Background: an optimization exercise with open tools, aiming at small area, a short achievable clock period and few clock cycles. Do not read the settings as production practice. Where RTL was checked, it was by simulation tests only, not by an equivalence proof against the original. For run 2, only the layout was checked, not whether the RTL still works. Power figures rest on the tool's default switching activity, not on a simulated workload.

[run.sh]
#!/bin/bash
# synth_recipe.tcl (not shown) runs the flow's synth.tcl, then flattens the netlist and writes it again
# the make line also repeats each setting of config.mk as NAME=value (left out here)
make -C /OpenROAD-flow-scripts/flow DESIGN_CONFIG=/design/flow/config.mk WORK_HOME=/design/flow/orfs CLKGATE_MAP_FILE= SYNTH_SCRIPT=/design/flow/synth_recipe.tcl finish
[config.mk]
export PLATFORM = sky130hd
export DESIGN_NAME = bsac_lag
export DESIGN_NICKNAME = bsac_lag
export VERILOG_FILES = /design/flow/design.v
export SDC_FILE = /design/flow/constraint.sdc
export NUM_CORES = 4
export LEC_CHECK = 0
export CAP_MARGIN = 20
export CORE_MARGIN = 2
export CORE_UTILIZATION = 40
export PLACE_DENSITY = 0.6
export SETUP_SLACK_MARGIN = 5
export SLEW_MARGIN = 20
[constraint.sdc]
create_clock -name core_clock -period 10.0 [get_ports {clk}]
set_input_delay 2.0000 -clock core_clock [delete_from_list [all_inputs] [get_ports {clk}]]
set_output_delay 2.0000 -clock core_clock [all_outputs]
set_load 0.01 [all_outputs]
[design.v]
module bsac_lag (
    input  wire        clk,
    input  wire        rst,
    input  wire        in_valid,
    output wire        in_ready,
    input  wire [31:0] in_data,
    input  wire [6:0]  in_min_period,
    output wire        out_valid,
    input  wire        out_ready,
    output wire [6:0]  out_lag,
    output wire [6:0]  out_best_lag,
    output wire [8:0]  out_best_value,
    output wire [8:0]  out_global_max,
    output wire        out_err
);
    localparam integer E   = 4;      
    localparam integer LE  = 2;     
    localparam integer LAT = 3;    
    localparam integer GAP = 2;        
    localparam [6:0]   LASTW = 7'd127 - E + 7'd1;
    localparam [1:0] H_IDLE = 2'd0, H_RUN = 2'd2, H_CHK = 2'd3;
    reg        have;       
    reg [2:0]  beat;
    reg        busy;       
    reg        pre;        
    reg        is_sw;      
    reg        is_gap;
    reg        is_st;      
    reg        iss;        
    reg [1:0]  gapc;
    reg [LAT-1:0] tv;      
    reg        rv;         
    reg        hgo;        
    reg [1:0]  hs;         
    reg        dn;         
    reg        ov;         
    reg [255:0] nb;        
    reg [255:0] pk;
    reg [255:0] sh;
    reg [6:0]   mp_ld;     
    reg [6:0]   mp;        
    reg [6:0]   ij;        
    reg [14:0]  mk;        
    reg [LAT-1:0] tm;      
    reg [6:0]   tj [0:LAT-1];
    reg [E-1:0] tf [0:LAT-1];   
    reg         lk;        
    reg         st_v, st_last;
    reg [31:0]  st_d;
    wire        in_rdy  = !lk;
    wire        beat_ok = in_valid && in_rdy;
    wire [255:0] pkm;
    genvar gb;
    generate
        for (gb = 0; gb < 32; gb = gb + 1) begin : g_mask
            if (gb < 15) begin : g_m
                assign pkm[8*gb +: 8] = pk[8*gb +: 8] & {8{mk[gb]}};
            end else begin : g_n
                assign pkm[8*gb +: 8] = pk[8*gb +: 8];
            end
        end
    endgenerate
    wire [8:0] cv [0:E-1];
    wire [E-1:0] iflag;
    genvar ge;
    generate
        for (ge = 0; ge < E; ge = ge + 1) begin : g_eng
            wire [255:0] she = sh << ge;
            bsac_popcnt u_pc (.clk(clk), .x(pkm ^ she), .c(cv[ge]));
            assign iflag[ge] = ({1'b0, ij} + ge) >= {1'b0, mp};
        end
    endgenerate
    integer li;
    always @(posedge clk) begin
        tm[0] <= is_st;
        tj[0] <= ij;
        tf[0] <= iflag;
        for (li = 1; li < LAT; li = li + 1) begin
            tm[li] <= tm[li-1];
            tj[li] <= tj[li-1];
            tf[li] <= tf[li-1];
        end
    end
    wire         c_v = tv[LAT-1];
    wire         c_m = tm[LAT-1];
    wire [6:0]   c_j = tj[LAT-1];
    wire [E-1:0] c_f = tf[LAT-1];
    reg [8:0]  g;
    reg [8:0]  bv;
    reg [6:0]  blr;
    wire [6:0] bl = blr;
    reg [9:0]  g34;            
    reg [127:0] pass;
    reg [7:0]  dl;             
    localparam integer NP = E / 2;
    reg [8:0]  pmax [0:NP-1];
    reg [8:0]  pmin [0:NP-1];
    reg [LE:0] pidx [0:NP-1];
    reg [NP-1:0] pany;
    reg [6:0]  rj;
    integer pe;
    always @(posedge clk) begin
        for (pe = 0; pe < NP; pe = pe + 1) begin
            pmax[pe] <= (cv[2*pe+1] > cv[2*pe]) ? cv[2*pe+1] : cv[2*pe];
            pany[pe] <= c_f[2*pe] || c_f[2*pe+1];
            if (c_f[2*pe] && (!c_f[2*pe+1] || cv[2*pe] <= cv[2*pe+1])) begin
                pmin[pe] <= cv[2*pe];
                pidx[pe] <= 2 * pe;
            end else begin
                pmin[pe] <= cv[2*pe+1];
                pidx[pe] <= 2 * pe + 1;
            end
        end
        rj <= c_j;
    end
    wire [E-1:0] pbit;
    generate
        for (ge = 0; ge < E; ge = ge + 1) begin : g_pass
            wire [10:0] c5 = {2'b0, cv[ge]} + {cv[ge], 2'b0};
            assign pbit[ge] = c5 <= {1'b0, g34};
        end
    endgenerate
    wire       m0  = pany[0] && pmin[0] < bv;
    wire       m1  = (NP > 1) && pany[NP-1] && pmin[NP-1] < bv &&
                     (!m0 || pmin[NP-1] < pmin[0]);
    wire       x0  = pmax[0] > g && (NP == 1 || pmax[0] >= pmax[NP-1]);
    wire       x1  = (NP > 1) && pmax[NP-1] > g && pmax[NP-1] > pmax[0];
    integer pw;
    always @(posedge clk) begin
        g34 <= ({1'b0, g} + {g, 1'b0}) >> 2;
        if (c_v && c_m) begin
            for (pw = 0; pw < 128 / E; pw = pw + 1)
                if (c_j[6:LE] == pw)
                    pass[pw*E +: E] <= pbit;
            dl <= {1'b0, c_j} + E;
        end
        if (is_gap)
            dl <= 8'd0;
        if (pre) begin
            g  <= 9'd0;
            bv <= 9'h1ff;
        end else if (rv) begin
            if (x1)
                g <= pmax[NP-1];
            else if (x0)
                g <= pmax[0];
            if (m1) begin
                bv  <= pmin[NP-1];
                blr <= rj + pidx[NP-1];
            end else if (m0) begin
                bv  <= pmin[0];
                blr <= rj + pidx[0];
            end
        end
    end
    reg [6:0]  d;          
    reg [6:0]  ed;         
    reg [6:0]  qq;         
    reg [6:0]  rr;         
    reg [6:0]  k;
    reg [6:0]  tgt;        
    reg [6:0]  racc;       
    reg        cph;        
    reg        pk_r, cv_r;
    reg [6:0]  rlag;
    reg        rerr;
    reg [2:0]  mpl;        
    reg        ds_act;
    reg [6:0]  ds_d;
    reg [8:0]  ds_d3;      
    function [8:0] r4step;
        input [6:0] rem;
        input [1:0] nn;
        input [6:0] dd;
        input [8:0] d3;        
        reg   [9:0] rr4, t1, t2, t3;
        begin
            rr4 = {1'b0, rem, nn};
            t1 = rr4 - {3'b0, dd};
            t2 = rr4 - {2'b0, dd, 1'b0};
            t3 = rr4 - {1'b0, d3};
            if (!t3[9])
                r4step = {2'd3, t3[6:0]};
            else if (!t2[9])
                r4step = {2'd2, t2[6:0]};
            else if (!t1[9])
                r4step = {2'd1, t1[6:0]};
            else
                r4step = {2'd0, rr4[6:0]};
        end
    endfunction
    reg        a_v, b_v;
    reg [6:0]  a_d, a_r, b_d, b_r;
    reg [8:0]  a_d3, b_d3;
    reg [2:0]  a_q;
    reg [4:0]  b_q;
    reg        dv_ov, dv_pk, dv_cv, dv_lt;
    reg [6:0]  dv_dd, dv_r, dv_q;
    wire       q6 = bl[6] && ds_d == 7'd1;
    wire [8:0] sa = r4step({6'd0, bl[6] && !q6}, bl[5:4], ds_d, ds_d3);
    wire [8:0] sb = r4step(a_r, bl[3:2], a_d, a_d3);
    wire [8:0] sc = r4step(b_r, bl[1:0], b_d, b_d3);
    wire [3:0] pk4 = pass[{b_q, 2'b00} +: 4];
    wire [3:0] cv4, lt4;
    genvar gq;
    generate
        for (gq = 0; gq < 4; gq = gq + 1) begin : g_q4
            assign cv4[gq] = {1'b0, b_q, gq[1:0]} < dl;
            assign lt4[gq] = {b_q, gq[1:0]} < mp;
        end
    endgenerate
    wire       stall = (hs == H_CHK);
    always @(posedge clk) if (!stall) begin
        a_d  <= ds_d;
        a_d3 <= ds_d3;
        a_r  <= sa[6:0];
        a_q  <= {q6, sa[8:7]};
        b_d  <= a_d;
        b_d3 <= a_d3;
        b_r  <= sb[6:0];
        b_q  <= {a_q, sb[8:7]};
        dv_dd <= b_d;
        dv_r  <= sc[6:0];
        dv_q  <= {b_q, sc[8:7]};
        dv_pk <= pk4[sc[8:7]];
        dv_cv <= cv4[sc[8:7]];
        dv_lt <= lt4[sc[8:7]];
    end
    wire       qhit  = dv_ov && dv_dd == ed;
    wire       qskip = qhit && (dv_lt || (dv_cv && !dv_pk));
    reg  [7:0] rrd;        
    reg  [6:0] qq1;        
    wire [7:0] rsum  = {1'b0, racc} + {1'b0, rr};
    wire [7:0] rsmd  = {1'b0, racc} + rrd;
    wire       rcy   = !rsmd[7];
    wire       cdec  = (hs == H_CHK) && cph && cv_r;    
    wire       hshort = {1'b0, bl} < {mp, 1'b0};        
    wire [6:0] d0    = bl >> mpl;
    reg        fin;
    reg [6:0]  fin_lag;
    always @(*) begin
        fin = 1'b0;
        fin_lag = bl;
        if (hgo && (mp == 7'd0 || hshort)) begin
            fin = 1'b1;
            if (mp == 7'd0)
                fin_lag = 7'd0;
        end
        case (hs)
        H_RUN: if (qskip && ed == 7'd2) fin = 1'b1;
        H_CHK: if (cdec) begin
            if (pk_r) begin
                if (k + 7'd1 == d) begin
                    fin = 1'b1;
                    fin_lag = qq;
                end
            end else if (d == 7'd2) begin
                fin = 1'b1;
            end
        end
        default: ;
        endcase
    end
    wire       ds_rs = hgo && mp != 7'd0 && !hshort;
    wire [8:0] d0x3  = {2'b0, d0} + {1'b0, d0, 1'b0};
    wire di_v = ds_act && !ds_rs && !stall;
    always @(posedge clk) begin
        if (ds_rs) begin
            ds_d  <= d0;
            ds_d3 <= d0x3;
        end else if (ds_act && !stall) begin
            ds_d  <= ds_d - 7'd1;
            ds_d3 <= ds_d3 - 9'd3;
        end
        pk_r <= pass[tgt];
        cv_r <= {1'b0, tgt} < dl;
        if (hgo)
            ed <= d0;
        case (hs)
        H_RUN: if (qhit) begin
            if (qskip) begin
                ed <= ed - 7'd1;
            end else begin
                qq   <= dv_q;
                qq1  <= dv_q + 7'd1;
                rrd  <= {1'b0, dv_r} - {1'b0, ed};
                rr   <= dv_r;
                tgt  <= dv_q;
                racc <= dv_r;
                k    <= 7'd1;
                d    <= ed;
                cph  <= 1'b0;
            end
        end
        H_CHK: begin
            cph <= !cph;
            if (cdec) begin
                if (pk_r) begin
                    k <= k + 7'd1;
                    if (rcy) begin
                        racc <= rsmd[6:0];
                        tgt  <= tgt + qq1;
                    end else begin
                        racc <= rsum[6:0];
                        tgt  <= tgt + qq;
                    end
                end else begin
                    ed <= d - 7'd1;
                end
            end
        end
        default: ;
        endcase
        if (fin) begin
            rlag <= fin_lag;
            rerr <= (mp == 7'd0);
        end
        if (beat_ok && beat == 3'd7)
            mp_ld <= in_min_period;
    end
    reg [6:0]  o_lag, o_bl;
    reg [8:0]  o_bv, o_g;
    reg        o_err;
    wire copy  = dn && !ov;
    wire start = have && !busy && (!dn || !ov);
    wire iss_nx = pre ||
                  (is_sw && ij != LASTW) ||
                  (is_gap && gapc == GAP - 1) ||
                  (is_st && iss && ij != LASTW && !fin &&
                   !((hs != H_IDLE) && ({1'b0, ij} + E >= {1'b0, bl})));
    wire [6:0] ij_nx = (!iss || (is_sw && ij == LASTW)) ? 7'd0 : ij + E;
    integer mb;
    always @(posedge clk) begin
        st_d <= in_data;
        if (st_v)
            nb <= {nb[223:0], st_d};
        if (start)
            pk <= nb;
        if (iss)
            sh <= sh << E;
        else
            sh <= pk;
        if (copy) begin
            o_lag <= rlag;
            o_err <= rerr;
            o_bl  <= blr;
            o_bv  <= bv;
            o_g   <= g;
        end
        if (start) begin
            mp  <= mp_ld;
            mpl <= mp_ld[6] ? 3'd6 : mp_ld[5] ? 3'd5 : mp_ld[4] ? 3'd4 :
                   mp_ld[3] ? 3'd3 : mp_ld[2] ? 3'd2 : mp_ld[1] ? 3'd1 : 3'd0;
        end
        ij <= ij_nx;
        for (mb = 0; mb < 15; mb = mb + 1)
            mk[mb] <= mb >= ij_nx[6:3];
    end
    always @(posedge clk) begin
        if (rst) begin
            have   <= 1'b0;
            lk     <= 1'b0;
            st_v   <= 1'b0;
            st_last <= 1'b0;
            beat   <= 3'd0;
            busy   <= 1'b0;
            pre    <= 1'b0;
            is_sw  <= 1'b0;
            is_gap <= 1'b0;
            is_st  <= 1'b0;
            iss    <= 1'b0;
            gapc   <= 2'd0;
            tv     <= {LAT{1'b0}};
            rv     <= 1'b0;
            hgo    <= 1'b0;
            hs     <= H_IDLE;
            dn     <= 1'b0;
            ov     <= 1'b0;
            ds_act <= 1'b0;
            a_v    <= 1'b0;
            b_v    <= 1'b0;
            dv_ov  <= 1'b0;
        end else begin
            st_v    <= beat_ok;
            st_last <= beat_ok && beat == 3'd7;
            if (beat_ok) begin
                beat <= beat + 3'd1;
                if (beat == 3'd7)
                    lk <= 1'b1;
            end
            if (st_last)
                have <= 1'b1;
            pre <= start;
            if (start) begin
                have <= 1'b0;
                lk   <= 1'b0;
                busy <= 1'b1;
            end
            iss <= iss_nx;
            if (pre)
                is_sw <= 1'b1;
            if (is_sw && ij == LASTW) begin
                is_sw  <= 1'b0;
                is_gap <= 1'b1;
                gapc   <= 2'd0;
            end
            if (is_gap) begin
                gapc <= gapc + 2'd1;
                if (gapc == GAP - 1) begin
                    is_gap <= 1'b0;
                    is_st  <= 1'b1;
                end
            end
            if (is_st && !iss_nx)
                is_st <= 1'b0;
            tv  <= {tv[LAT-2:0], iss};
            rv  <= c_v && !c_m;
            hgo <= rv && rj == LASTW;
            if (!stall) begin
                a_v   <= di_v;
                b_v   <= a_v;
                dv_ov <= b_v;
            end
            if (ds_rs)
                ds_act <= 1'b1;
            else if (ds_act && ds_d == 7'd2 && !stall)
                ds_act <= 1'b0;
            if (hgo && !fin)
                hs <= H_RUN;
            case (hs)
            H_RUN: if (qhit && !qskip) hs <= H_CHK;
            H_CHK: if (cdec && !pk_r && !fin) hs <= H_RUN;
            default: ;
            endcase
            if (fin) begin
                hs     <= H_IDLE;
                ds_act <= 1'b0;
                busy   <= 1'b0;
                dn     <= 1'b1;
            end
            if (ov && out_ready)
                ov <= 1'b0;
            if (copy) begin
                dn <= 1'b0;
                ov <= 1'b1;
            end
        end
    end
    assign in_ready       = in_rdy;
    assign out_valid      = ov;
    assign out_lag        = o_lag;
    assign out_best_lag   = o_bl;
    assign out_best_value = o_bv;
    assign out_global_max = o_g;
    assign out_err        = o_err;
endmodule
module bsac_popcnt (input wire clk, input wire [255:0] x, output reg [8:0] c);
    wire s1;
    wire k2;
    wire s3;
    wire k4;
    wire s5;
    wire k6;
    wire s7;
    wire k8;
    wire s9;
    wire k10;
    wire s11;
    wire k12;
    wire s13;
    wire k14;
    wire s15;
    wire k16;
    wire s17;
    wire k18;
    wire s19;
    wire k20;
    wire s21;
    wire k22;
    wire s23;
    wire k24;
    wire s25;
    wire k26;
    wire s27;
    wire k28;
    wire s29;
    wire k30;
    wire s31;
    wire k32;
    wire s33;
    wire k34;
    wire s35;
    wire k36;
    wire s37;
    wire k38;
    wire s39;
    wire k40;
    wire s41;
    wire k42;
    wire s43;
    wire k44;
    wire s45;
    wire k46;
    wire s47;
    wire k48;
    wire s49;
    wire k50;
    wire s51;
    wire k52;
    wire s53;
    wire k54;
    wire s55;
    wire k56;
    wire s57;
    wire k58;
    wire s59;
    wire k60;
    wire s61;
    wire k62;
    wire s63;
    wire k64;
    wire s65;
    wire k66;
    wire s67;
    wire k68;
    wire s69;
    wire k70;
    wire s71;
    wire k72;
    wire s73;
    wire k74;
    wire s75;
    wire k76;
    wire s77;
    wire k78;
    wire s79;
    wire k80;
    wire s81;
    wire k82;
    wire s83;
    wire k84;
    wire s85;
    wire k86;
    wire s87;
    wire k88;
    wire s89;
    wire k90;
    wire s91;
    wire k92;
    wire s93;
    wire k94;
    wire s95;
    wire k96;
    wire s97;
    wire k98;
    wire s99;
    wire k100;
    wire s101;
    wire k102;
    wire s103;
    wire k104;
    wire s105;
    wire k106;
    wire s107;
    wire k108;
    wire s109;
    wire k110;
    wire s111;
    wire k112;
    wire s113;
    wire k114;
    wire s115;
    wire k116;
    wire s117;
    wire k118;
    wire s119;
    wire k120;
    wire s121;
    wire k122;
    wire s123;
    wire k124;
    wire s125;
    wire k126;
    wire s127;
    wire k128;
    wire s129;
    wire k130;
    wire s131;
    wire k132;
    wire s133;
    wire k134;
    wire s135;
    wire k136;
    wire s137;
    wire k138;
    wire s139;
    wire k140;
    wire s141;
    wire k142;
    wire s143;
    wire k144;
    wire s145;
    wire k146;
    wire s147;
    wire k148;
    wire s149;
    wire k150;
    wire s151;
    wire k152;
    wire s153;
    wire k154;
    wire s155;
    wire k156;
    wire s157;
    wire k158;
    wire s159;
    wire k160;
    wire s161;
    wire k162;
    wire s163;
    wire k164;
    wire s165;
    wire k166;
    wire s167;
    wire k168;
    wire s169;
    wire k170;
    wire s171;
    wire k172;
    wire s173;
    wire k174;
    wire s175;
    wire k176;
    wire s177;
    wire k178;
    wire s179;
    wire k180;
    wire s181;
    wire k182;
    wire s183;
    wire k184;
    wire s185;
    wire k186;
    wire s187;
    wire k188;
    wire s189;
    wire k190;
    wire s191;
    wire k192;
    wire s193;
    wire k194;
    wire s195;
    wire k196;
    wire s197;
    wire k198;
    wire s199;
    wire k200;
    wire s201;
    wire k202;
    wire s203;
    wire k204;
    wire s205;
    wire k206;
    wire s207;
    wire k208;
    wire s209;
    wire k210;
    wire s211;
    wire k212;
    wire s213;
    wire k214;
    wire s215;
    wire k216;
    wire s217;
    wire k218;
    wire s219;
    wire k220;
    wire s221;
    wire k222;
    wire s223;
    wire k224;
    wire s225;
    wire k226;
    wire s227;
    wire k228;
    wire s229;
    wire k230;
    wire s231;
    wire k232;
    wire s233;
    wire k234;
    wire s235;
    wire k236;
    wire s237;
    wire k238;
    wire s239;
    wire k240;
    wire s241;
    wire k242;
    wire s243;
    wire k244;
    wire s245;
    wire k246;
    wire s247;
    wire k248;
    wire s249;
    wire k250;
    wire s251;
    wire k252;
    wire s253;
    wire k254;
    wire s255;
    wire k256;
    wire s257;
    wire k258;
    wire s259;
    wire k260;
    wire s261;
    wire k262;
    wire s263;
    wire k264;
    wire s265;
    wire k266;
    wire s267;
    wire k268;
    wire s269;
    wire k270;
    wire s271;
    wire k272;
    wire s273;
    wire k274;
    wire s275;
    wire k276;
    wire s277;
    wire k278;
    wire s279;
    wire k280;
    wire s281;
    wire k282;
    wire s283;
    wire k284;
    wire s285;
    wire k286;
    wire s287;
    wire k288;
    wire s289;
    wire k290;
    wire s291;
    wire k292;
    wire s293;
    wire k294;
    wire s295;
    wire k296;
    wire s297;
    wire k298;
    wire s299;
    wire k300;
    wire s301;
    wire k302;
    wire s303;
    wire k304;
    wire s305;
    wire k306;
    wire s307;
    wire k308;
    wire s309;
    wire k310;
    wire s311;
    wire k312;
    wire s313;
    wire k314;
    wire s315;
    wire k316;
    wire s317;
    wire k318;
    wire s319;
    wire k320;
    wire s321;
    wire k322;
    wire s323;
    wire k324;
    wire s325;
    wire k326;
    wire s327;
    wire k328;
    wire s329;
    wire k330;
    wire s331;
    wire k332;
    wire s333;
    wire k334;
    wire s335;
    wire k336;
    wire s337;
    wire k338;
    wire s339;
    wire k340;
    wire s341;
    wire k342;
    wire s343;
    wire k344;
    wire s345;
    wire k346;
    wire s347;
    wire k348;
    wire s349;
    wire k350;
    wire s351;
    wire k352;
    wire s353;
    wire k354;
    wire s355;
    wire k356;
    wire s357;
    wire k358;
    wire s359;
    wire k360;
    wire s361;
    wire k362;
    wire s363;
    wire k364;
    wire s365;
    wire k366;
    wire s367;
    wire k368;
    wire s369;
    wire k370;
    wire s371;
    wire k372;
    wire s373;
    wire k374;
    wire s375;
    wire k376;
    wire s377;
    wire k378;
    wire s379;
    wire k380;
    wire s381;
    wire k382;
    wire s383;
    wire k384;
    wire s385;
    wire k386;
    wire s387;
    wire k388;
    wire s389;
    wire k390;
    wire s391;
    wire k392;
    wire s393;
    wire k394;
    wire s395;
    wire k396;
    wire s397;
    wire k398;
    wire s399;
    wire k400;
    wire s401;
    wire k402;
    wire s403;
    wire k404;
    wire s405;
    wire k406;
    wire s407;
    wire k408;
    wire s409;
    wire k410;
    wire s411;
    wire k412;
    reg r413;
    reg r414;
    reg r415;
    reg r416;
    reg r417;
    reg r418;
    reg r419;
    reg r420;
    reg r421;
    reg r422;
    reg r423;
    reg r424;
    reg r425;
    reg r426;
    reg r427;
    reg r428;
    reg r429;
    reg r430;
    reg r431;
    reg r432;
    reg r433;
    reg r434;
    reg r435;
    reg r436;
    reg r437;
    reg r438;
    reg r439;
    reg r440;
    reg r441;
    reg r442;
    reg r443;
    reg r444;
    reg r445;
    reg r446;
    reg r447;
    reg r448;
    reg r449;
    reg r450;
    reg r451;
    reg r452;
    reg r453;
    reg r454;
    reg r455;
    reg r456;
    reg r457;
    reg r458;
    reg r459;
    reg r460;
    reg r461;
    reg r462;
    reg r463;
    reg r464;
    reg r465;
    wire s466;
    wire k467;
    wire s468;
    wire k469;
    wire s470;
    wire k471;
    wire s472;
    wire k473;
    wire s474;
    wire k475;
    wire s476;
    wire k477;
    wire s478;
    wire k479;
    wire s480;
    wire k481;
    wire s482;
    wire k483;
    wire s484;
    wire k485;
    wire s486;
    wire k487;
    wire s488;
    wire k489;
    wire s490;
    wire k491;
    wire s492;
    wire k493;
    wire s494;
    wire k495;
    wire s496;
    wire k497;
    wire s498;
    wire k499;
    wire s500;
    wire k501;
    wire s502;
    wire k503;
    wire s504;
    wire k505;
    wire s506;
    wire k507;
    wire s508;
    wire k509;
    wire s510;
    wire k511;
    wire s512;
    wire k513;
    wire s514;
    wire k515;
    wire s516;
    wire k517;
    wire s518;
    wire k519;
    wire s520;
    wire k521;
    wire s522;
    wire k523;
    wire s524;
    wire k525;
    wire s526;
    wire k527;
    wire s528;
    wire k529;
    wire s530;
    wire k531;
    wire s532;
    wire k533;
    wire s534;
    wire k535;
    wire s536;
    wire k537;
    wire s538;
    wire k539;
    wire s540;
    wire k541;
    wire s542;
    wire k543;
    wire s544;
    wire k545;
    wire s546;
    wire k547;
    wire s548;
    wire k549;
    reg r550;
    reg r551;
    reg r552;
    reg r553;
    reg r554;
    reg r555;
    reg r556;
    reg r557;
    reg r558;
    reg r559;
    reg r560;
    reg r561;
    reg r562;
    reg r563;
    reg r564;
    reg r565;
    reg r566;
    wire s567;
    wire k568;
    wire s569;
    wire k570;
    wire s571;
    wire k572;
    assign {k2, s1} = {1'b0,x[0]} + {1'b0,x[1]} + {1'b0,x[2]};
    assign {k4, s3} = {1'b0,x[3]} + {1'b0,x[4]} + {1'b0,x[5]};
    assign {k6, s5} = {1'b0,x[6]} + {1'b0,x[7]} + {1'b0,x[8]};
    assign {k8, s7} = {1'b0,x[9]} + {1'b0,x[10]} + {1'b0,x[11]};
    assign {k10, s9} = {1'b0,x[12]} + {1'b0,x[13]} + {1'b0,x[14]};
    assign {k12, s11} = {1'b0,x[15]} + {1'b0,x[16]} + {1'b0,x[17]};
    assign {k14, s13} = {1'b0,x[18]} + {1'b0,x[19]} + {1'b0,x[20]};
    assign {k16, s15} = {1'b0,x[21]} + {1'b0,x[22]} + {1'b0,x[23]};
    assign {k18, s17} = {1'b0,x[24]} + {1'b0,x[25]} + {1'b0,x[26]};
    assign {k20, s19} = {1'b0,x[27]} + {1'b0,x[28]} + {1'b0,x[29]};
    assign {k22, s21} = {1'b0,x[30]} + {1'b0,x[31]} + {1'b0,x[32]};
    assign {k24, s23} = {1'b0,x[33]} + {1'b0,x[34]} + {1'b0,x[35]};
    assign {k26, s25} = {1'b0,x[36]} + {1'b0,x[37]} + {1'b0,x[38]};
    assign {k28, s27} = {1'b0,x[39]} + {1'b0,x[40]} + {1'b0,x[41]};
    assign {k30, s29} = {1'b0,x[42]} + {1'b0,x[43]} + {1'b0,x[44]};
    assign {k32, s31} = {1'b0,x[45]} + {1'b0,x[46]} + {1'b0,x[47]};
    assign {k34, s33} = {1'b0,x[48]} + {1'b0,x[49]} + {1'b0,x[50]};
    assign {k36, s35} = {1'b0,x[51]} + {1'b0,x[52]} + {1'b0,x[53]};
    assign {k38, s37} = {1'b0,x[54]} + {1'b0,x[55]} + {1'b0,x[56]};
    assign {k40, s39} = {1'b0,x[57]} + {1'b0,x[58]} + {1'b0,x[59]};
    assign {k42, s41} = {1'b0,x[60]} + {1'b0,x[61]} + {1'b0,x[62]};
    assign {k44, s43} = {1'b0,x[63]} + {1'b0,x[64]} + {1'b0,x[65]};
    assign {k46, s45} = {1'b0,x[66]} + {1'b0,x[67]} + {1'b0,x[68]};
    assign {k48, s47} = {1'b0,x[69]} + {1'b0,x[70]} + {1'b0,x[71]};
    assign {k50, s49} = {1'b0,x[72]} + {1'b0,x[73]} + {1'b0,x[74]};
    assign {k52, s51} = {1'b0,x[75]} + {1'b0,x[76]} + {1'b0,x[77]};
    assign {k54, s53} = {1'b0,x[78]} + {1'b0,x[79]} + {1'b0,x[80]};
    assign {k56, s55} = {1'b0,x[81]} + {1'b0,x[82]} + {1'b0,x[83]};
    assign {k58, s57} = {1'b0,x[84]} + {1'b0,x[85]} + {1'b0,x[86]};
    assign {k60, s59} = {1'b0,x[87]} + {1'b0,x[88]} + {1'b0,x[89]};
    assign {k62, s61} = {1'b0,x[90]} + {1'b0,x[91]} + {1'b0,x[92]};
    assign {k64, s63} = {1'b0,x[93]} + {1'b0,x[94]} + {1'b0,x[95]};
    assign {k66, s65} = {1'b0,x[96]} + {1'b0,x[97]} + {1'b0,x[98]};
    assign {k68, s67} = {1'b0,x[99]} + {1'b0,x[100]} + {1'b0,x[101]};
    assign {k70, s69} = {1'b0,x[102]} + {1'b0,x[103]} + {1'b0,x[104]};
    assign {k72, s71} = {1'b0,x[105]} + {1'b0,x[106]} + {1'b0,x[107]};
    assign {k74, s73} = {1'b0,x[108]} + {1'b0,x[109]} + {1'b0,x[110]};
    assign {k76, s75} = {1'b0,x[111]} + {1'b0,x[112]} + {1'b0,x[113]};
    assign {k78, s77} = {1'b0,x[114]} + {1'b0,x[115]} + {1'b0,x[116]};
    assign {k80, s79} = {1'b0,x[117]} + {1'b0,x[118]} + {1'b0,x[119]};
    assign {k82, s81} = {1'b0,x[120]} + {1'b0,x[121]} + {1'b0,x[122]};
    assign {k84, s83} = {1'b0,x[123]} + {1'b0,x[124]} + {1'b0,x[125]};
    assign {k86, s85} = {1'b0,x[126]} + {1'b0,x[127]} + {1'b0,x[128]};
    assign {k88, s87} = {1'b0,x[129]} + {1'b0,x[130]} + {1'b0,x[131]};
    assign {k90, s89} = {1'b0,x[132]} + {1'b0,x[133]} + {1'b0,x[134]};
    assign {k92, s91} = {1'b0,x[135]} + {1'b0,x[136]} + {1'b0,x[137]};
    assign {k94, s93} = {1'b0,x[138]} + {1'b0,x[139]} + {1'b0,x[140]};
    assign {k96, s95} = {1'b0,x[141]} + {1'b0,x[142]} + {1'b0,x[143]};
    assign {k98, s97} = {1'b0,x[144]} + {1'b0,x[145]} + {1'b0,x[146]};
    assign {k100, s99} = {1'b0,x[147]} + {1'b0,x[148]} + {1'b0,x[149]};
    assign {k102, s101} = {1'b0,x[150]} + {1'b0,x[151]} + {1'b0,x[152]};
    assign {k104, s103} = {1'b0,x[153]} + {1'b0,x[154]} + {1'b0,x[155]};
    assign {k106, s105} = {1'b0,x[156]} + {1'b0,x[157]} + {1'b0,x[158]};
    assign {k108, s107} = {1'b0,x[159]} + {1'b0,x[160]} + {1'b0,x[161]};
    assign {k110, s109} = {1'b0,x[162]} + {1'b0,x[163]} + {1'b0,x[164]};
    assign {k112, s111} = {1'b0,x[165]} + {1'b0,x[166]} + {1'b0,x[167]};
    assign {k114, s113} = {1'b0,x[168]} + {1'b0,x[169]} + {1'b0,x[170]};
    assign {k116, s115} = {1'b0,x[171]} + {1'b0,x[172]} + {1'b0,x[173]};
    assign {k118, s117} = {1'b0,x[174]} + {1'b0,x[175]} + {1'b0,x[176]};
    assign {k120, s119} = {1'b0,x[177]} + {1'b0,x[178]} + {1'b0,x[179]};
    assign {k122, s121} = {1'b0,x[180]} + {1'b0,x[181]} + {1'b0,x[182]};
    assign {k124, s123} = {1'b0,x[183]} + {1'b0,x[184]} + {1'b0,x[185]};
    assign {k126, s125} = {1'b0,x[186]} + {1'b0,x[187]} + {1'b0,x[188]};
    assign {k128, s127} = {1'b0,x[189]} + {1'b0,x[190]} + {1'b0,x[191]};
    assign {k130, s129} = {1'b0,x[192]} + {1'b0,x[193]} + {1'b0,x[194]};
    assign {k132, s131} = {1'b0,x[195]} + {1'b0,x[196]} + {1'b0,x[197]};
    assign {k134, s133} = {1'b0,x[198]} + {1'b0,x[199]} + {1'b0,x[200]};
    assign {k136, s135} = {1'b0,x[201]} + {1'b0,x[202]} + {1'b0,x[203]};
    assign {k138, s137} = {1'b0,x[204]} + {1'b0,x[205]} + {1'b0,x[206]};
    assign {k140, s139} = {1'b0,x[207]} + {1'b0,x[208]} + {1'b0,x[209]};
    assign {k142, s141} = {1'b0,x[210]} + {1'b0,x[211]} + {1'b0,x[212]};
    assign {k144, s143} = {1'b0,x[213]} + {1'b0,x[214]} + {1'b0,x[215]};
    assign {k146, s145} = {1'b0,x[216]} + {1'b0,x[217]} + {1'b0,x[218]};
    assign {k148, s147} = {1'b0,x[219]} + {1'b0,x[220]} + {1'b0,x[221]};
    assign {k150, s149} = {1'b0,x[222]} + {1'b0,x[223]} + {1'b0,x[224]};
    assign {k152, s151} = {1'b0,x[225]} + {1'b0,x[226]} + {1'b0,x[227]};
    assign {k154, s153} = {1'b0,x[228]} + {1'b0,x[229]} + {1'b0,x[230]};
    assign {k156, s155} = {1'b0,x[231]} + {1'b0,x[232]} + {1'b0,x[233]};
    assign {k158, s157} = {1'b0,x[234]} + {1'b0,x[235]} + {1'b0,x[236]};
    assign {k160, s159} = {1'b0,x[237]} + {1'b0,x[238]} + {1'b0,x[239]};
    assign {k162, s161} = {1'b0,x[240]} + {1'b0,x[241]} + {1'b0,x[242]};
    assign {k164, s163} = {1'b0,x[243]} + {1'b0,x[244]} + {1'b0,x[245]};
    assign {k166, s165} = {1'b0,x[246]} + {1'b0,x[247]} + {1'b0,x[248]};
    assign {k168, s167} = {1'b0,x[249]} + {1'b0,x[250]} + {1'b0,x[251]};
    assign {k170, s169} = {1'b0,x[252]} + {1'b0,x[253]} + {1'b0,x[254]};
    assign {k172, s171} = {1'b0,s1} + {1'b0,s3} + {1'b0,s5};
    assign {k174, s173} = {1'b0,s7} + {1'b0,s9} + {1'b0,s11};
    assign {k176, s175} = {1'b0,s13} + {1'b0,s15} + {1'b0,s17};
    assign {k178, s177} = {1'b0,s19} + {1'b0,s21} + {1'b0,s23};
    assign {k180, s179} = {1'b0,s25} + {1'b0,s27} + {1'b0,s29};
    assign {k182, s181} = {1'b0,s31} + {1'b0,s33} + {1'b0,s35};
    assign {k184, s183} = {1'b0,s37} + {1'b0,s39} + {1'b0,s41};
    assign {k186, s185} = {1'b0,s43} + {1'b0,s45} + {1'b0,s47};
    assign {k188, s187} = {1'b0,s49} + {1'b0,s51} + {1'b0,s53};
    assign {k190, s189} = {1'b0,s55} + {1'b0,s57} + {1'b0,s59};
    assign {k192, s191} = {1'b0,s61} + {1'b0,s63} + {1'b0,s65};
    assign {k194, s193} = {1'b0,s67} + {1'b0,s69} + {1'b0,s71};
    assign {k196, s195} = {1'b0,s73} + {1'b0,s75} + {1'b0,s77};
    assign {k198, s197} = {1'b0,s79} + {1'b0,s81} + {1'b0,s83};
    assign {k200, s199} = {1'b0,s85} + {1'b0,s87} + {1'b0,s89};
    assign {k202, s201} = {1'b0,s91} + {1'b0,s93} + {1'b0,s95};
    assign {k204, s203} = {1'b0,s97} + {1'b0,s99} + {1'b0,s101};
    assign {k206, s205} = {1'b0,s103} + {1'b0,s105} + {1'b0,s107};
    assign {k208, s207} = {1'b0,s109} + {1'b0,s111} + {1'b0,s113};
    assign {k210, s209} = {1'b0,s115} + {1'b0,s117} + {1'b0,s119};
    assign {k212, s211} = {1'b0,s121} + {1'b0,s123} + {1'b0,s125};
    assign {k214, s213} = {1'b0,s127} + {1'b0,s129} + {1'b0,s131};
    assign {k216, s215} = {1'b0,s133} + {1'b0,s135} + {1'b0,s137};
    assign {k218, s217} = {1'b0,s139} + {1'b0,s141} + {1'b0,s143};
    assign {k220, s219} = {1'b0,s145} + {1'b0,s147} + {1'b0,s149};
    assign {k222, s221} = {1'b0,s151} + {1'b0,s153} + {1'b0,s155};
    assign {k224, s223} = {1'b0,s157} + {1'b0,s159} + {1'b0,s161};
    assign {k226, s225} = {1'b0,s163} + {1'b0,s165} + {1'b0,s167};
    assign {k228, s227} = {1'b0,s169} + {1'b0,x[255]};
    assign {k230, s229} = {1'b0,k2} + {1'b0,k4} + {1'b0,k6};
    assign {k232, s231} = {1'b0,k8} + {1'b0,k10} + {1'b0,k12};
    assign {k234, s233} = {1'b0,k14} + {1'b0,k16} + {1'b0,k18};
    assign {k236, s235} = {1'b0,k20} + {1'b0,k22} + {1'b0,k24};
    assign {k238, s237} = {1'b0,k26} + {1'b0,k28} + {1'b0,k30};
    assign {k240, s239} = {1'b0,k32} + {1'b0,k34} + {1'b0,k36};
    assign {k242, s241} = {1'b0,k38} + {1'b0,k40} + {1'b0,k42};
    assign {k244, s243} = {1'b0,k44} + {1'b0,k46} + {1'b0,k48};
    assign {k246, s245} = {1'b0,k50} + {1'b0,k52} + {1'b0,k54};
    assign {k248, s247} = {1'b0,k56} + {1'b0,k58} + {1'b0,k60};
    assign {k250, s249} = {1'b0,k62} + {1'b0,k64} + {1'b0,k66};
    assign {k252, s251} = {1'b0,k68} + {1'b0,k70} + {1'b0,k72};
    assign {k254, s253} = {1'b0,k74} + {1'b0,k76} + {1'b0,k78};
    assign {k256, s255} = {1'b0,k80} + {1'b0,k82} + {1'b0,k84};
    assign {k258, s257} = {1'b0,k86} + {1'b0,k88} + {1'b0,k90};
    assign {k260, s259} = {1'b0,k92} + {1'b0,k94} + {1'b0,k96};
    assign {k262, s261} = {1'b0,k98} + {1'b0,k100} + {1'b0,k102};
    assign {k264, s263} = {1'b0,k104} + {1'b0,k106} + {1'b0,k108};
    assign {k266, s265} = {1'b0,k110} + {1'b0,k112} + {1'b0,k114};
    assign {k268, s267} = {1'b0,k116} + {1'b0,k118} + {1'b0,k120};
    assign {k270, s269} = {1'b0,k122} + {1'b0,k124} + {1'b0,k126};
    assign {k272, s271} = {1'b0,k128} + {1'b0,k130} + {1'b0,k132};
    assign {k274, s273} = {1'b0,k134} + {1'b0,k136} + {1'b0,k138};
    assign {k276, s275} = {1'b0,k140} + {1'b0,k142} + {1'b0,k144};
    assign {k278, s277} = {1'b0,k146} + {1'b0,k148} + {1'b0,k150};
    assign {k280, s279} = {1'b0,k152} + {1'b0,k154} + {1'b0,k156};
    assign {k282, s281} = {1'b0,k158} + {1'b0,k160} + {1'b0,k162};
    assign {k284, s283} = {1'b0,k164} + {1'b0,k166} + {1'b0,k168};
    assign {k286, s285} = {1'b0,s171} + {1'b0,s173} + {1'b0,s175};
    assign {k288, s287} = {1'b0,s177} + {1'b0,s179} + {1'b0,s181};
    assign {k290, s289} = {1'b0,s183} + {1'b0,s185} + {1'b0,s187};
    assign {k292, s291} = {1'b0,s189} + {1'b0,s191} + {1'b0,s193};
    assign {k294, s293} = {1'b0,s195} + {1'b0,s197} + {1'b0,s199};
    assign {k296, s295} = {1'b0,s201} + {1'b0,s203} + {1'b0,s205};
    assign {k298, s297} = {1'b0,s207} + {1'b0,s209} + {1'b0,s211};
    assign {k300, s299} = {1'b0,s213} + {1'b0,s215} + {1'b0,s217};
    assign {k302, s301} = {1'b0,s219} + {1'b0,s221} + {1'b0,s223};
    assign {k304, s303} = {1'b0,s225} + {1'b0,s227};
    assign {k306, s305} = {1'b0,k172} + {1'b0,k174} + {1'b0,k176};
    assign {k308, s307} = {1'b0,k178} + {1'b0,k180} + {1'b0,k182};
    assign {k310, s309} = {1'b0,k184} + {1'b0,k186} + {1'b0,k188};
    assign {k312, s311} = {1'b0,k190} + {1'b0,k192} + {1'b0,k194};
    assign {k314, s313} = {1'b0,k196} + {1'b0,k198} + {1'b0,k200};
    assign {k316, s315} = {1'b0,k202} + {1'b0,k204} + {1'b0,k206};
    assign {k318, s317} = {1'b0,k208} + {1'b0,k210} + {1'b0,k212};
    assign {k320, s319} = {1'b0,k214} + {1'b0,k216} + {1'b0,k218};
    assign {k322, s321} = {1'b0,k220} + {1'b0,k222} + {1'b0,k224};
    assign {k324, s323} = {1'b0,k226} + {1'b0,k228} + {1'b0,s229};
    assign {k326, s325} = {1'b0,s231} + {1'b0,s233} + {1'b0,s235};
    assign {k328, s327} = {1'b0,s237} + {1'b0,s239} + {1'b0,s241};
    assign {k330, s329} = {1'b0,s243} + {1'b0,s245} + {1'b0,s247};
    assign {k332, s331} = {1'b0,s249} + {1'b0,s251} + {1'b0,s253};
    assign {k334, s333} = {1'b0,s255} + {1'b0,s257} + {1'b0,s259};
    assign {k336, s335} = {1'b0,s261} + {1'b0,s263} + {1'b0,s265};
    assign {k338, s337} = {1'b0,s267} + {1'b0,s269} + {1'b0,s271};
    assign {k340, s339} = {1'b0,s273} + {1'b0,s275} + {1'b0,s277};
    assign {k342, s341} = {1'b0,s279} + {1'b0,s281} + {1'b0,s283};
    assign {k344, s343} = {1'b0,k230} + {1'b0,k232} + {1'b0,k234};
    assign {k346, s345} = {1'b0,k236} + {1'b0,k238} + {1'b0,k240};
    assign {k348, s347} = {1'b0,k242} + {1'b0,k244} + {1'b0,k246};
    assign {k350, s349} = {1'b0,k248} + {1'b0,k250} + {1'b0,k252};
    assign {k352, s351} = {1'b0,k254} + {1'b0,k256} + {1'b0,k258};
    assign {k354, s353} = {1'b0,k260} + {1'b0,k262} + {1'b0,k264};
    assign {k356, s355} = {1'b0,k266} + {1'b0,k268} + {1'b0,k270};
    assign {k358, s357} = {1'b0,k272} + {1'b0,k274} + {1'b0,k276};
    assign {k360, s359} = {1'b0,k278} + {1'b0,k280} + {1'b0,k282};
    assign {k362, s361} = {1'b0,s285} + {1'b0,s287} + {1'b0,s289};
    assign {k364, s363} = {1'b0,s291} + {1'b0,s293} + {1'b0,s295};
    assign {k366, s365} = {1'b0,s297} + {1'b0,s299} + {1'b0,s301};
    assign {k368, s367} = {1'b0,k286} + {1'b0,k288} + {1'b0,k290};
    assign {k370, s369} = {1'b0,k292} + {1'b0,k294} + {1'b0,k296};
    assign {k372, s371} = {1'b0,k298} + {1'b0,k300} + {1'b0,k302};
    assign {k374, s373} = {1'b0,k304} + {1'b0,s305} + {1'b0,s307};
    assign {k376, s375} = {1'b0,s309} + {1'b0,s311} + {1'b0,s313};
    assign {k378, s377} = {1'b0,s315} + {1'b0,s317} + {1'b0,s319};
    assign {k380, s379} = {1'b0,s321} + {1'b0,s323} + {1'b0,s325};
    assign {k382, s381} = {1'b0,s327} + {1'b0,s329} + {1'b0,s331};
    assign {k384, s383} = {1'b0,s333} + {1'b0,s335} + {1'b0,s337};
    assign {k386, s385} = {1'b0,s339} + {1'b0,s341} + {1'b0,k170};
    assign {k388, s387} = {1'b0,k306} + {1'b0,k308} + {1'b0,k310};
    assign {k390, s389} = {1'b0,k312} + {1'b0,k314} + {1'b0,k316};
    assign {k392, s391} = {1'b0,k318} + {1'b0,k320} + {1'b0,k322};
    assign {k394, s393} = {1'b0,k324} + {1'b0,k326} + {1'b0,k328};
    assign {k396, s395} = {1'b0,k330} + {1'b0,k332} + {1'b0,k334};
    assign {k398, s397} = {1'b0,k336} + {1'b0,k338} + {1'b0,k340};
    assign {k400, s399} = {1'b0,k342} + {1'b0,s343} + {1'b0,s345};
    assign {k402, s401} = {1'b0,s347} + {1'b0,s349} + {1'b0,s351};
    assign {k404, s403} = {1'b0,s353} + {1'b0,s355} + {1'b0,s357};
    assign {k406, s405} = {1'b0,s359} + {1'b0,k284};
    assign {k408, s407} = {1'b0,k344} + {1'b0,k346} + {1'b0,k348};
    assign {k410, s409} = {1'b0,k350} + {1'b0,k352} + {1'b0,k354};
    assign {k412, s411} = {1'b0,k356} + {1'b0,k358} + {1'b0,k360};
    assign {k467, s466} = {1'b0,r413} + {1'b0,r414} + {1'b0,r415};
    assign {k469, s468} = {1'b0,r417} + {1'b0,r418} + {1'b0,r419};
    assign {k471, s470} = {1'b0,r420} + {1'b0,r421} + {1'b0,r422};
    assign {k473, s472} = {1'b0,r423} + {1'b0,r424} + {1'b0,r425};
    assign {k475, s474} = {1'b0,r426} + {1'b0,r427} + {1'b0,r428};
    assign {k477, s476} = {1'b0,r430} + {1'b0,r431} + {1'b0,r432};
    assign {k479, s478} = {1'b0,r433} + {1'b0,r434} + {1'b0,r435};
    assign {k481, s480} = {1'b0,r436} + {1'b0,r437} + {1'b0,r438};
    assign {k483, s482} = {1'b0,r439} + {1'b0,r440} + {1'b0,r441};
    assign {k485, s484} = {1'b0,r442} + {1'b0,r443} + {1'b0,r444};
    assign {k487, s486} = {1'b0,r445} + {1'b0,r446} + {1'b0,r447};
    assign {k489, s488} = {1'b0,r448} + {1'b0,r449};
    assign {k491, s490} = {1'b0,r450} + {1'b0,r451} + {1'b0,r452};
    assign {k493, s492} = {1'b0,r453} + {1'b0,r454} + {1'b0,r455};
    assign {k495, s494} = {1'b0,r456} + {1'b0,r457} + {1'b0,r458};
    assign {k497, s496} = {1'b0,r459} + {1'b0,r460} + {1'b0,r461};
    assign {k499, s498} = {1'b0,r463} + {1'b0,r464} + {1'b0,r465};
    assign {k501, s500} = {1'b0,k467} + {1'b0,s468} + {1'b0,s470};
    assign {k503, s502} = {1'b0,s472} + {1'b0,s474} + {1'b0,r429};
    assign {k505, s504} = {1'b0,k469} + {1'b0,k471} + {1'b0,k473};
    assign {k507, s506} = {1'b0,k475} + {1'b0,s476} + {1'b0,s478};
    assign {k509, s508} = {1'b0,s480} + {1'b0,s482} + {1'b0,s484};
    assign {k511, s510} = {1'b0,s486} + {1'b0,s488};
    assign {k513, s512} = {1'b0,k477} + {1'b0,k479} + {1'b0,k481};
    assign {k515, s514} = {1'b0,k483} + {1'b0,k485} + {1'b0,k487};
    assign {k517, s516} = {1'b0,k489} + {1'b0,s490} + {1'b0,s492};
    assign {k519, s518} = {1'b0,s494} + {1'b0,s496} + {1'b0,r462};
    assign {k521, s520} = {1'b0,k491} + {1'b0,k493} + {1'b0,k495};
    assign {k523, s522} = {1'b0,k497} + {1'b0,s498};
    assign {k525, s524} = {1'b0,k501} + {1'b0,k503} + {1'b0,s504};
    assign {k527, s526} = {1'b0,s506} + {1'b0,s508} + {1'b0,s510};
    assign {k529, s528} = {1'b0,k505} + {1'b0,k507} + {1'b0,k509};
    assign {k531, s530} = {1'b0,k511} + {1'b0,s512} + {1'b0,s514};
    assign {k533, s532} = {1'b0,s516} + {1'b0,s518};
    assign {k535, s534} = {1'b0,k513} + {1'b0,k515} + {1'b0,k517};
    assign {k537, s536} = {1'b0,k519} + {1'b0,s520} + {1'b0,s522};
    assign {k539, s538} = {1'b0,k521} + {1'b0,k523} + {1'b0,k499};
    assign {k541, s540} = {1'b0,k525} + {1'b0,k527} + {1'b0,s528};
    assign {k543, s542} = {1'b0,s530} + {1'b0,s532};
    assign {k545, s544} = {1'b0,k529} + {1'b0,k531} + {1'b0,k533};
    assign {k547, s546} = {1'b0,s534} + {1'b0,s536};
    assign {k549, s548} = {1'b0,k535} + {1'b0,k537} + {1'b0,s538};
    assign {k568, s567} = {1'b0,r558} + {1'b0,r559} + {1'b0,r560};
    assign {k570, s569} = {1'b0,r562} + {1'b0,r563} + {1'b0,r564};
    assign {k572, s571} = {1'b0,k570} + {1'b0,r565} + {1'b0,r566};
    always @(posedge clk) begin
        r413 <= s361;
        r414 <= s363;
        r415 <= s365;
        r416 <= s303;
        r417 <= k362;
        r418 <= k364;
        r419 <= k366;
        r420 <= s367;
        r421 <= s369;
        r422 <= s371;
        r423 <= s373;
        r424 <= s375;
        r425 <= s377;
        r426 <= s379;
        r427 <= s381;
        r428 <= s383;
        r429 <= s385;
        r430 <= k368;
        r431 <= k370;
        r432 <= k372;
        r433 <= k374;
        r434 <= k376;
        r435 <= k378;
        r436 <= k380;
        r437 <= k382;
        r438 <= k384;
        r439 <= k386;
        r440 <= s387;
        r441 <= s389;
        r442 <= s391;
        r443 <= s393;
        r444 <= s395;
        r445 <= s397;
        r446 <= s399;
        r447 <= s401;
        r448 <= s403;
        r449 <= s405;
        r450 <= k388;
        r451 <= k390;
        r452 <= k392;
        r453 <= k394;
        r454 <= k396;
        r455 <= k398;
        r456 <= k400;
        r457 <= k402;
        r458 <= k404;
        r459 <= k406;
        r460 <= s407;
        r461 <= s409;
        r462 <= s411;
        r463 <= k408;
        r464 <= k410;
        r465 <= k412;
        r550 <= s466;
        r551 <= r416;
        r552 <= s500;
        r553 <= s502;
        r554 <= s524;
        r555 <= s526;
        r556 <= s540;
        r557 <= s542;
        r558 <= k541;
        r559 <= k543;
        r560 <= s544;
        r561 <= s546;
        r562 <= k545;
        r563 <= k547;
        r564 <= s548;
        r565 <= k549;
        r566 <= k539;
    end
    wire [8:0] ra = {1'b0, k572, s571, k568, s567, r556, r554, r552, r550};
    wire [8:0] rb = {1'b0, 1'b0, 1'b0, s569, r561, r557, r555, r553, r551};
    always @(posedge clk) c <= ra + rb;
endmodule
==> reports/metrics.cfg, run 1 <==
[global_routing]
grt_pass1_wl_um = 358000
grt_max_degree = 136
grt_pass1_vias = 53200
grtUsageTotal = 0.207
grt-ovfl-total = 0
antenna_found_initial = 18

[setup_path]
critical_path.startpoint_type = flip-flop
crit_path_end = tgt[6]
path_class = flip-flop to flip-flop
crit_fanout = 19
r2r-start = racc[1]
critical_path.top_delay_family = compound AO/OA/AOI/OAI gates
crit_arrival_ns = 4.94
slowest_stage = edfxtp_1
max_stage_delay_ns = 0.43
r2r-end = tgt[6]
end_kind = flip-flop
crit_start = racc[1]
crit_chain = ha_1 -> a21oi_1 -> o211ai_1 -> o41ai_1 -> xnor2_1 -> buf_4 -> mux2_2 -> ha_1 -> fa_1 -> a21o_1 -> a21oi_1 -> o21bai_1 -> a21oi_1 -> xnor2_1 -> xnor2_1 -> o21ai_0
cp.depth = 16
crit_required_ns = 10.58
r2r_slack_ns = 5.64
worst-path-buf-inv = 1
worstRegToRegCells = 16

[power_and_ir_drop]
power.total_w = 0.0166
p_per_area_nw_per_um2 = 163
p_leak_nw = 40.1
ir_worst_vdd_v = 0.000141

[cts]
cts_buffers = 177
clk_pin_slew_ns = 0.06
cts_setup_buffers = 0
cts.sinks = 1625
root_buffer = clkbuf_16
clkLatencyLatePin_ns = 0.84
clockBufferDepth = 3
cts_resized = 0
cts_tree = done
holdBufCountCts = 0
htree_levels = 4

[floorplanning]
initial_core_util = 0.402
coreArea_um2 = 230000
row_count = 176
dieArea_um2 = 235000
dieWidth_um = 485
die_h_um = 485
ioPinCount = 78

[detailed_routing]
via_per_inst = 4.96
first_pass_iters = 6
wl_um = 241000
drt_drc_violations_left = 0
wire_per_inst_um = 24.0
drt_iter0_drc = 3942
postRouteAntennaNets = 0
vias = 49600

[logic_synthesis]
synth-seq-area-share = 0.444
yosys_warnings = 12
syn_nets = 8413
synth_cell_types = 74
synth.avg_cell_area_um2 = 13.1
ys_dominant_reg_cell = edfxtp_1
syn_area_um2 = 92600
synth-edff-count = 857
synth_cells = 7044
ys_ff_latch = 1625
async_reset_ff_frac = 0

[finish]
stdcell_count = 10000
syn_to_final_growth_pct = 9.86
layout_common_cells = 991 x fa_1, 857 x edfxtp_1, 822 x inv_1, 765 x dfxtp_1, 633 x xnor2_1
layout.nets = 8198
layout_commonest_cell = fa_1
drive_gt1_frac = 0.103

[outcome]
outcome = timing/DRC/antenna clean

[sta]
min_period_ns = 4.36
setup-violations-final = 0
skew_ns = 0.0507
setup_tns_ns = 0
finalHoldViolations = 0
rsz0062_at_grt = no
finalWorstSetupSlack_ns = 5.64
drv_slew = 0
relSlewSlack = 0.170
tightest_slew_ns = 1.25
fmax_ghz = 0.229
period_share = 0.436

[placed_design]
dp_hpwl_um = 194000
post-place-ws_ns = 5.68
dp.cells = 9676
routabilityCongestion = 0.924
io_buffer_count = 77

[run]
maxCapViolCount = 0

[worst_hold_path]
hp-start = tj[1][5]
hold_class = flip-flop to flip-flop

## cell families after synthesis
logic type	after synthesis	synth area share
AND/OR/NAND/NOR	667	0.0344
buffers and inverters	1329	0.0542
adder cells (fa/ha/maj)	1326	0.260
XOR/XNOR	1162	0.110
flip-flops	1625	0.444
multiplexers	442	0.0629
AO/OA/AOI/OAI	493	0.0347
## routing by layer
metal / GRT usage / share of wire
met5: 0 / 0
met4: 0.0737 / 0.037
met3: 0.0247 / 0.047
met2: 0.330 / 0.47
met1: 0.291 / 0.45
## Yosys cell counts, types with 38 or more instances
library cell | count | area share
nand3_1 | 39 | 0.0021
inv_1 | 823 | 0.033
mux2_2 | 286 | 0.035
a21o_1 | 51 | 0.0041
nand2_1 | 245 | 0.0099
o21ai_0 | 115 | 0.0062
nor2b_1 | 60 | 0.0041
xnor2_1 | 633 | 0.060
dfxtp_1 | 768 | 0.17
a21oi_1 | 117 | 0.0063
fa_1 | 991 | 0.21
nor2_1 | 141 | 0.0057
o21a_1 | 38 | 0.0031
buf_1 | 145 | 0.0059
xor2_1 | 527 | 0.050
nor3_1 | 42 | 0.0023
ha_1 | 335 | 0.045
mux2i_1 | 73 | 0.0079
edfxtp_1 | 857 | 0.28
clkbuf_1 | 346 | 0.014
mux4_2 | 83 | 0.020
## power breakdown
part / switching (W) / leakage, nW / internal, W
sequential: 0.000282 / 14.5 / 0.00735
clock: 0.00284 / 2.95 / 0.00398
combinational: 0.00122 / 22.7 / 0.000955
total: 0.00434 / 40.1 / 0.0123
## flip-flops by register name, indices dropped and copies added (netlist names), 9 cells and up
name / flops
a_d3: 9
b_d3: 9
bv: 9
ds_d3: 9
g: 9
g_eng.u_pc.c: 36
mk: 15
nb: 256
o_bv: 9
o_g: 9
pass: 128
pk: 256
pmax: 18
pmin: 18
sh: 256
st_d: 32
tf: 12
tj: 15
## layout make-up
| type | instances | area (µm²) |
|---|---|---|
| flip-flops and latches | 1625 | 41100 |
| multi-input cells | 4090 | 46500 |
| inverters | 824 | 3100 |
| fillers | 20600 | 128000 |
| clock inverters | 89 | 1100 |
| repair buffers | 111 | 1060 |
| clock buffers | 240 | 5000 |
| well taps | 3026 | 3790 |
| diodes | 2 | 5.00 |
## worst min path at each step
stage / cells past startpoint / end
final: 0 / tj[2][5]
after global routing: 0 / tj[2][6]
after CTS: 0 / tj[2][5]
after detailed placement: 0 / tm[1]
after global placement: 0 / tf[2][1]
after floorplan: 0 / g_eng[0].u_pc.r551
## through the flow
step	util	cell area, µm²	hold WS [ns]
2_1_floorplan	-	92600	0.310
4_1_cts	0.442	102000	0.319
5_1_grt	0.442	102000	0.330
3_3_place_gp	0.415	95600	0.312
3_5_place_dp	0.415	95600	0.312
6_report	0.442	102000	0.307
Testbench counts, summed over its fixed seeds: cycles 8,041.
==> inputs of run 2 (changes only) <==
--- a/design.v
+++ b/design.v
@@ -263,3 +263,6 @@
     end
-    wire       ds_rs = hgo && mp != 7'd0 && !hshort;
+    wire       lastm = rv && rj == LASTW;
+    wire       sps   = lastm && mp != 7'd0 && d0 >= 7'd2;
+    reg        sp, chg;
+    wire       ds_rs = sps || (hgo && mp != 7'd0 && !hshort && (chg || !sp));
     wire [8:0] d0x3  = {2'b0, d0} + {1'b0, d0, 1'b0};
@@ -267,2 +270,6 @@
     always @(posedge clk) begin
+        if (lastm) begin
+            sp  <= sps;
+            chg <= m0 || m1;
+        end
         if (ds_rs) begin
==> flow/run.sh (new file) <==
#!/bin/bash
# The standard layout (the standard.sh: ORFS from synthesis to the final
# layout, unchanged clock and constraints) with two changes to how it is made:
#  - each input and output port is buffered with sky130_fd_sc_hd__buf_4
#    instead of the flow's default buffer choice;
#  - timing repair aims for 6.5 ns of setup slack instead of 5 ns.
set -e
export BUFFER_PORTS_ARGS="-buffer_cell sky130_fd_sc_hd__buf_4"
sed 's/SETUP_SLACK_MARGIN=[0-9.]*/SETUP_SLACK_MARGIN=6.5/' standard.sh > standard_m.sh
bash standard_m.sh > standard.log 2>&1
==> standard.sh (new file) <==
#!/bin/bash
# synth_recipe.tcl (not shown) runs the flow's synth.tcl, then flattens the netlist and writes it again
# the make line also repeats each setting of config.mk as NAME=value (left out here)
make -C /OpenROAD-flow-scripts/flow DESIGN_CONFIG=/design/flow/config.mk WORK_HOME=/design/flow/orfs CLKGATE_MAP_FILE= SYNTH_SCRIPT=/design/flow/synth_recipe.tcl "${@:-finish}"
removed: run.sh
==> reports/metrics.cfg, run 2 <==
[logic_synthesis]
synth_area_leaders = edfxtp_1 28%, fa_1 21%, dfxtp_1 17%  ; unchanged
synth_area_leader_cell = edfxtp_1  ; unchanged
yosys_warnings = 12  ; unchanged
ys_dominant_reg_cell = edfxtp_1  ; unchanged
synth-seq-area-share = 0.445  ; was 0.444
synth.avg_cell_area_um2 = 13.1  ; about the same
synth_cell_types = 69  ; was 74
ys_top_cells_by_count = 991 x fa_1, 859 x edfxtp_1, 839 x inv_1  ; was 991 x fa_1, 857 x edfxtp_1, 823 x inv_1
ys_ff_latch = 1627  ; was 1625
synth-edff-count = 859  ; was 857
syn_nets = 8465  ; was 8413
synth_top_area_frac = 0.279  ; was 0.278
syn_area_um2 = 92600  ; about the same
synth_most_common_cell = fa_1  ; unchanged
synth_cells = 7088  ; was 7044
async_reset_ff_frac = 0  ; unchanged

[cts]
clockBufferDepth = 3  ; unchanged
root_buffer = clkbuf_16  ; unchanged
htree_levels = 4  ; unchanged
clk_pin_slew_ns = 0.06  ; about the same
clkLatencyLatePin_ns = 0.85  ; was 0.84 ns
holdBufCountCts = 0  ; unchanged
cts_tree = done  ; unchanged
cts.sinks = 1627  ; was 1625
cts_buffers = 181  ; was 177

[sta]
fmax_ghz = 0.274  ; was 0.229 GHz
relSlewSlack = 0.305  ; was 0.170
setup_tns_ns = 0  ; unchanged
rsz0062_at_grt = yes  ; was no
drv_slew = 0  ; unchanged
period_share = 0.365  ; was 0.436
setup-violations-final = 0  ; unchanged
min_period_ns = 3.65  ; was 4.36 ns
tightest_slew_ns = 1.04  ; was 1.25 ns
finalHoldViolations = 0  ; unchanged
skew_ns = 0.0734  ; was 0.0507 ns

[setup_path]
crit_top_cell = a21oi_2
worst-path-buf-inv = 1  ; unchanged
crit_fanout = 4  ; was 19
path_class = flip-flop to flip-flop  ; unchanged
critical_path.top_delay_family = compound AO/OA/AOI/OAI gates  ; unchanged
crit_required_ns = 10.59  ; was 10.58 ns
critical_path.startpoint_type = flip-flop  ; unchanged
max_stage_delay_ns = 0.40  ; was 0.43 ns
crit_chain = ha_1 -> a21oi_2 -> o221ai_2 -> o41ai_4 -> xnor2_2 -> buf_6 -> mux2_4 -> ha_4 -> fa_2 -> a21oi_2 -> nor2_1 -> nor2_1 -> o21bai_1 -> a21oi_2 -> xnor2_1 -> xnor2_1 -> o21ai_0  ; was ha_1 -> a21oi_1 -> o211ai_1 -> o41ai_1 -> xnor2_1 -> buf_4 -> mux2_2 -> ha_1 -> fa_1 -> a21o_1 -> a21oi_1 -> o21bai_1 -> a21oi_1 -> xnor2_1 -> xnor2_1 -> o21ai_0
crit_arrival_ns = 4.24  ; was 4.94 ns
slowest_stage = edfxtp_1  ; unchanged
end_kind = flip-flop  ; unchanged

[worst_hold_path]
hold_class = flip-flop to flip-flop  ; unchanged

[finish]
finish.utilization = 0.444  ; was 0.442
layout_commonest_cell = fa_1  ; unchanged
drive_gt1_frac = 0.125  ; was 0.103
syn_to_final_growth_pct = 10.3  ; was 9.86%
top_regs = nb (256), pk (256), sh (256)  ; unchanged
layout_common_cells = 990 x fa_1, 859 x edfxtp_1, 837 x inv_1, 754 x dfxtp_1, 647 x xnor2_1  ; was 991 x fa_1, 857 x edfxtp_1, 822 x inv_1, 765 x dfxtp_1, 633 x xnor2_1
layout.nets = 8278  ; was 8198

[run]
maxCapViolCount = 0  ; unchanged

[placed_design]
routabilityCongestion = 0.920  ; was 0.924
dp_hpwl_um = 194000  ; about the same
io_buffer_count = 77  ; unchanged

[floorplanning]
row_count = 176  ; unchanged
dieWidth_um = 485  ; about the same
die_h_um = 485  ; about the same
ioPinCount = 78  ; unchanged
dieArea_um2 = 235000  ; about the same
initial_core_util = 0.402  ; about the same
coreArea_um2 = 230000  ; unchanged

[global_routing]
grt_pass1_wl_um = 360000  ; was 358000 µm
antenna_found_initial = 8  ; was 18
grt-ovfl-total = 0  ; unchanged
grt_pass1_vias = 53600  ; was 53.2k
grtUsageTotal = 0.208  ; was 0.207
grt_max_degree = 137  ; was 136

[power_and_ir_drop]
ir_worst_vdd_v = 0.000149  ; was 0.000141 V
p_per_area_nw_per_um2 = 164  ; was 163 nW/µm²
p_leak_nw = 40.4  ; was 40.1 nW

[detailed_routing]
drt_drc_violations_left = 0  ; unchanged
wl_um = 241000  ; about the same
vias = 49800  ; was 49.6k
first_pass_iters = 6  ; unchanged
via_per_inst = 4.94  ; was 4.96
drt_iter0_drc = 3883  ; was 3942
postRouteAntennaNets = 0  ; unchanged
wire_per_inst_um = 23.9  ; was 24.0 µm

[outcome]
outcome = timing/DRC/antenna clean  ; unchanged

[run 2: path summary, 6_finish.rpt]
kind | startpoint | end | slack [ns] | depth (start not counted)
setup / recovery | rrd[1] | tgt[6] | 6.35 | 17
hold / removal | tj[1][3] | tj[2][3] | 0.32 | 0
setup reg to reg | rrd[1] | tgt[6] | 6.35 | 17
hold reg to reg | tj[1][3] | tj[2][3] | 0.32 | 0
[run 2: cell type report]
type,instances,area (µm²)
Fill cell,20600,128000
Tap cell,3026,3790
Antenna cell,2,5.00
Timing Repair Buffer,129,1040
Clock inverter,100,1110
Sequential cell,1627,41200
Clock buffer,244,5230
Multi-Input combinational cell,4122,46600
Inverter,840,3160
[run 2: per-layer routing]
| layer | vias up | part of all wire | global-route usage |
|---|---|---|---|
| met5 | - | 0 | 0 |
| met4 | 0 | 0.035 | 0.0698 |
| met3 | 319 | 0.052 | 0.0302 |
| met2 | 1346 | 0.47 | 0.335 |
| met1 | 25600 | 0.44 | 0.287 |
| li1 | 22500 | - | - |
[run 2: power breakdown]
part | internal [W] | leakage (nW) | switching, W
Clock | 0.00396 | 3.08 | 0.00299
Sequential | 0.00741 | 14.4 | 0.000263
Combinational | 0.000897 | 22.9 | 0.00123
Total | 0.0123 | 40.4 | 0.00448
[run 2: through the flow]
stage / hold slack [ns] / instances / setup WS, ns / area [µm²] / total power (W)
CTS: 0.322 / 10100 / 6.32 / 102000 / 0.0169
detailed placement: 0.312 / 9725 / 5.91 / 95400 / 0.00994
global placement: 0.312 / 9724 / 5.87 / 95400 / 0.00987
global route: 0.330 / 10100 / 6.08 / 102000 / 0.0175
floorplan: 0.310 / 7088 / 5.02 / 92700 / 0.00919
finish: 0.316 / 10100 / 6.35 / 102000 / 0.0167
[run 2: timing repair]
| action | CTS | global route |
|---|---|---|
| buffers inserted | 7 | 12 |
| resized for setup | 19 | 32 |
| endpoints found under the setup margin | 110 | 184 |
| pin swaps | 4 | 1 |
[run 2: kinds of logic after synthesis]
family                     count (synthesis)  share of synthesized area
adders and majority gates               1334                      0.261
buffers and inverters                   1339                     0.0549
DFF                                     1627                      0.445
muxes                                    434                     0.0619
and+or+nand+nor                          700                     0.0353
xor gates and xnor gates                1167                      0.110
AOI/OAI and AO/OA                        487                     0.0324
[run 2: worst register-to-register path: cells and delay by family, from the launching register on]
| kind | cells | cell delay, ns |
|---|---|---|
| AOI/OAI and AO/OA | 7 | 1.04 |
| xor gates and xnor gates | 3 | 0.46 |
| adders and majority gates | 3 | 0.85 |
| buffers and inverters | 1 | 0.15 |
| DFF | 1 | 0.40 |
| muxes | 1 | 0.32 |
| and+or+nand+nor | 2 | 0.18 |

[what the ideal ports hide]
The results above use ideal ports. As a check the final layouts listed here were re-extracted and re-timed, cells and wires unchanged.
Step 1 assumes that a clkbuf_16 drives the clock port and a buf_2 every other input.
Step 2 also shifts input and output timing later by t, the mid clock arrival at the registers, as if the neighbouring blocks saw the same clock.
Three values: ideal, step 1, step 2; two values: the first two.
run | t, ns | setup WS [ns] | worst register clock-pin slew, ns
run 1 | 0.903 | 5.635 / 5.635 / 5.635 | 0.07 / 0.07
run 2 | 0.903 | 6.347 / 6.347 / 6.347 | 0.07 / 0.07
After both steps every run listed still meets setup and hold.
